From an optimization exercise on the open Yosys and OpenROAD flow, aimed at small area, a short achievable clock period and few clock cycles per item; shortcuts taken in it are not production practice. In this exercise RTL edits were held to simulation tests only and were not proved equivalent to the original. Power is estimated from default activity; no workload was simulated.

## P
// sio_ctrl
module sio_ctrl (
    input  wire        clk,
    input  wire        rst,           
    input  wire        req_valid,
    output wire        req_ready,
    input  wire [35:0] req_word,      
    output wire        rsp_valid,
    output wire [15:0] rsp_data,
    output wire        rsp_refused,
    output wire [1:0]  rsp_mode,
    output wire [1:0]  rsp_tmode,
    output wire        rsp_sock,
    output wire        ev_valid,
    input  wire        ev_ready,
    output wire [4:0]  ev_kind,
    output wire [47:0] ev_data,
    input  wire        ev_ok,
    input  wire [15:0] ev_rdata
);
Size in the first run: roughly 1,100 cells after synthesis.
clock: 6.0 ns
lec_check: 0
cap_margin: 20
core_margin: 2
core_utilization: 40
place_density: 0.6
slew_margin: 20
standard.sh (not shown) runs the stock make flow with config.mk's settings and CLKGATE_MAP_FILE= SYNTH_SCRIPT=/design/flow/synth_recipe.tcl, a recipe that flattens the netlist after the stock synthesis.
==> flow/flow/run.sh <==
#!/bin/bash
# Standard layout, with the port buffers made from the smallest buffer cell
# (repair_timing and repair_design upsize them where timing needs it).
set -euo pipefail
export BUFFER_PORTS_ARGS="-buffer_cell sky130_fd_sc_hd__buf_1"
bash standard.sh > standard_flow.log 2>&1
Testbench counts of P, summed over its fixed seeds: cycles 26,843, items 25,959.
### P -> Q
==> flow/run.sh (new file) <==
#!/bin/bash
# synth_recipe.tcl (not shown) runs the flow's synth.tcl, then flattens the netlist and writes it again
# the make line also repeats each setting of config.mk as NAME=value (left out here)
make -C /OpenROAD-flow-scripts/flow DESIGN_CONFIG=/design/flow/config.mk WORK_HOME=/design/flow/orfs CLKGATE_MAP_FILE= SYNTH_SCRIPT=/design/flow/synth_recipe.tcl finish
removed: flow/flow/run.sh
removed: flow/standard.sh
==> comparison <==
[diff] first-iteration DRC count, Q relative to P: improvement
Diff P and Q: worst-case setup slack after placement higher in P
Q gives more overall track demand over capacity in global routing than P did.
Higher leakage power was reported by Q, not P.
The lower area overhead of the layout relative to synthesis came out of P.
Clock period minus final worst setup slack on Q is up relative to P.
From P to Q the numbers moved as follows: sequential share of layout area lost 3.6 points; worst relative slew slack picked up an extra 6.5 points.
## Diff of input files: R against Q
Settings: SETUP_SLACK_MARGIN: unset -> 2.0.
### Flow results
R: flow completed, timing, DRC and antenna clean
Side by side, post-cts resize count turned out higher in R than in Q.
R -> Q: area of the die delta 0, exact match
Between Q and R, the number of fill cells is lower for Q.
Re worst IR drop on VDD: Q was higher than R.
Diff Q..R | final-layout worst hold slack | negligible
Compare Q and R | critical path depth lower: R
Against Q as the reference, R delivers a higher part of the power in combinational logic.
met3 routing resource usage after global routing sits higher in R than in Q.

---

Another version of the RTL of sio_ctrl (not shown whole).
Size: ~230 flip-flops, about 140 I/O pins, roughly 12000 µm² of cells after synthesis.
## sio_ctrl
module sio_ctrl (
    input  wire        clk,
    input  wire        rst,           
    input  wire        req_valid,
    output wire        req_ready,
    input  wire [35:0] req_word,      
    output wire        rsp_valid,
    output wire [15:0] rsp_data,
    output wire        rsp_refused,
    output wire [1:0]  rsp_mode,
    output wire [1:0]  rsp_tmode,
    output wire        rsp_sock,
    output wire        ev_valid,
    input  wire        ev_ready,
    output wire [4:0]  ev_kind,
    output wire [47:0] ev_data,
    input  wire        ev_ok,
    input  wire [15:0] ev_rdata
);
clock: 6.0 ns
lec_check: 0
cap_margin: 20
core_margin: 2
core_utilization: 40
cts_cluster_size: 20
place_density: 0.6
setup_slack_margin: 3.0
slew_margin: 20
==> flow/flow/run.sh <==
#!/bin/bash
# Standard layout, with the port buffers made from the smallest buffer cell
# (repair_timing and repair_design upsize them where timing needs it).
set -euo pipefail
export BUFFER_PORTS_ARGS="-buffer_cell sky130_fd_sc_hd__buf_1"
bash standard.sh > standard_flow.log 2>&1
Testbench counts at the start, summed over its fixed seeds: cycles 26,843, items 25,959.
Next try:
--- a/flow/config.mk
+++ b/flow/config.mk
@@ -6,4 +6,5 @@
 export NUM_CORES = 4
 export LEC_CHECK = 0
+export ABC_AREA = 1
 export CAP_MARGIN = 20
 export CORE_MARGIN = 2
After rerunning:
- wire length came out lower by a few percent
- final area came out lower by a few percent
- clock skew barely changes
- die area stays flat
- area after synthesis barely changes
- cell count came out higher by roughly a tenth
- maximum frequency barely changes
- non-clock buffer count came out lower by 26

---

run A:
sio_ctrl, a different RTL version from the one above (not shown whole).
For scale: roughly 1100 cells after synthesis, ~140 I/O pins.
==> flow/config.mk <==
export PLATFORM = sky130hd
export DESIGN_NAME = sio_ctrl
export DESIGN_NICKNAME = sio_ctrl
export VERILOG_FILES = /design/flow/design.v
export SDC_FILE = /design/flow/constraint.sdc
export NUM_CORES = 4
export LEC_CHECK = 0
export CAP_MARGIN = 20
export CORE_MARGIN = 2
export CORE_UTILIZATION = 40
export CTS_CLUSTER_DIAMETER = 100
export CTS_CLUSTER_SIZE = 30
export PLACE_DENSITY = 0.6
export SETUP_SLACK_MARGIN = 3.0
export SLEW_MARGIN = 20
==> flow/constraint.sdc <==
create_clock -name core_clock -period 6.0 [get_ports {clk}]
set_input_delay 1.2000 -clock core_clock [delete_from_list [all_inputs] [get_ports {clk}]]
set_output_delay 1.2000 -clock core_clock [all_outputs]
set_load 0.01 [all_outputs]
Scripts as last shown in full above: flow/flow/run.sh
Testbench counts of run A, summed over its fixed seeds: cycles 26,843, items 25,959.
## Diff of input files: run B against run A
Settings: CORE_UTILIZATION changed from 40 to 60; CTS_CLUSTER_DIAMETER removed (was 100); CTS_CLUSTER_SIZE removed (was 30); PLACE_DENSITY changed from 0.6 to 0.75; SETUP_SLACK_MARGIN changed from 3.0 to 2.5.
## What came out
Run B: full flow OK, the timing, DRC and antenna checks passed. Compared with run A, wire length of the first global-routing pass in run B decreased by a little under 10%. Starting density of the core (higher): run B. Re count of inserted tapcells: run A was higher than run B. Run A → run B: number of clock buffers in the layout went up by 11, post-CTS setup-driven buffer insertion count went down by 59. Compared with run A, in run B worst setup slack before clock tree synthesis moved up; power share of the clock group up 12 points; largest fanout on the critical path higher. Side by side, area growth from synthesis to layout turned out lower in run B than in run A.
Relative to run B, the following input files were edited for run C:
Settings: CTS_BUF_LIST: unset -> sky130_fd_sc_hd__clkbuf_4; CORE_UTILIZATION: 60 -> 40; PLACE_DENSITY: 0.75 -> 0.6; SETUP_SLACK_MARGIN: 2.5 -> 3.0.
## What came out
- Run C vs run B on number of cells on the worst reg-to-reg path: run C is the higher one.
- Lower clock share of power goes to run C over run B.
- [compare] base=run B new=run C: maximum frequency from static timing analysis rose by about 9%, routed wirelength normalized by instance count fell by 1.2 um.
Input-level comparison between run D and run C:
Settings: SETUP_SLACK_MARGIN now 2.5, was 3.0; CTS_BUF_LIST now sky130_fd_sc_hd__clkbuf_8, was sky130_fd_sc_hd__clkbuf_4.
--- outcome ---
Run D: worst path buffer plus inverter count 1 below run C
Summary of run D over run C: final critical delay including setup and external delays now sits higher; detailed-router iteration count before antenna repair now sits lower.
| total power consumption of the routed design | run D vs run C | better |
Run D against run C; average wire per standard cell is up slightly.
Summary of run D over run C: cell area has decreased, met2 wirelength from detailed routing has decreased.
[inputs] run E vs run D
Settings: a deleted CTS_BUF_LIST that had been sky130_fd_sc_hd__clkbuf_8; an added CTS_CLUSTER_SIZE of 20.
Results
Compared run E against run D; area occupied by multi-input gates within noise. Going from run D to run E, fraction of the core area covered by cells at the end of the flow rose by 0.35 points; worst reg2reg path depth now sits at about the same level; number of tapcells held; layout filler cell count fell by 10. Changes observed in run E relative to run D: clock insertion delay at the later pin of the skew report -30 ps, number of non-filler instances in the completed layout -27.

==> separate check: timing with driven ports <==
The flow's constraints put no driver on any port. The routed layouts listed below were extracted and timed again, unchanged, in two steps.
Step 1 (the two cells are an assumption about what drives the block):
set clk [get_ports {clk}]
set_driving_cell -lib_cell sky130_fd_sc_hd__clkbuf_16 $clk
set_driving_cell -lib_cell sky130_fd_sc_hd__buf_2 [delete_from_list [all_inputs] $clk]
Step 2 adds t to the input delays and takes it off the output delays; t is the mean of the earliest and latest rising clock arrival at the registers after step 1. Input paths then give back, and output paths get back, about the clock's delay inside the block.
a / b / c = no drivers / after step 1 / after step 2; a / b = the first two.
run	t (ns)	slack for setup (ns)	cell pins on the clock port's net
P	0.575	1.634 / 1.664 / 1.088	1
Q	0.579	1.430 / 1.461 / 0.882	1
R	0.579	2.111 / 2.088 / 1.643	1
the first run of note 2	0.591	2.929 / 2.889 / 2.481	1
the second run of note 2	0.595	2.929 / 2.890 / 2.494	1
run A	0.530	2.595 / 2.600 / 2.070	1
run B	0.571	2.460 / 2.487 / 1.916	1
run C	0.679	2.745 / 2.742 / 2.063	1
run D	0.592	2.486 / 2.513 / 1.921	1
run E	0.573	2.554 / 2.545 / 2.010	1
After both steps setup and hold are still met in every run listed. The setup slack of run C, which loses most, moves by -0.003 ns with the drivers and by -0.682 ns with both steps.
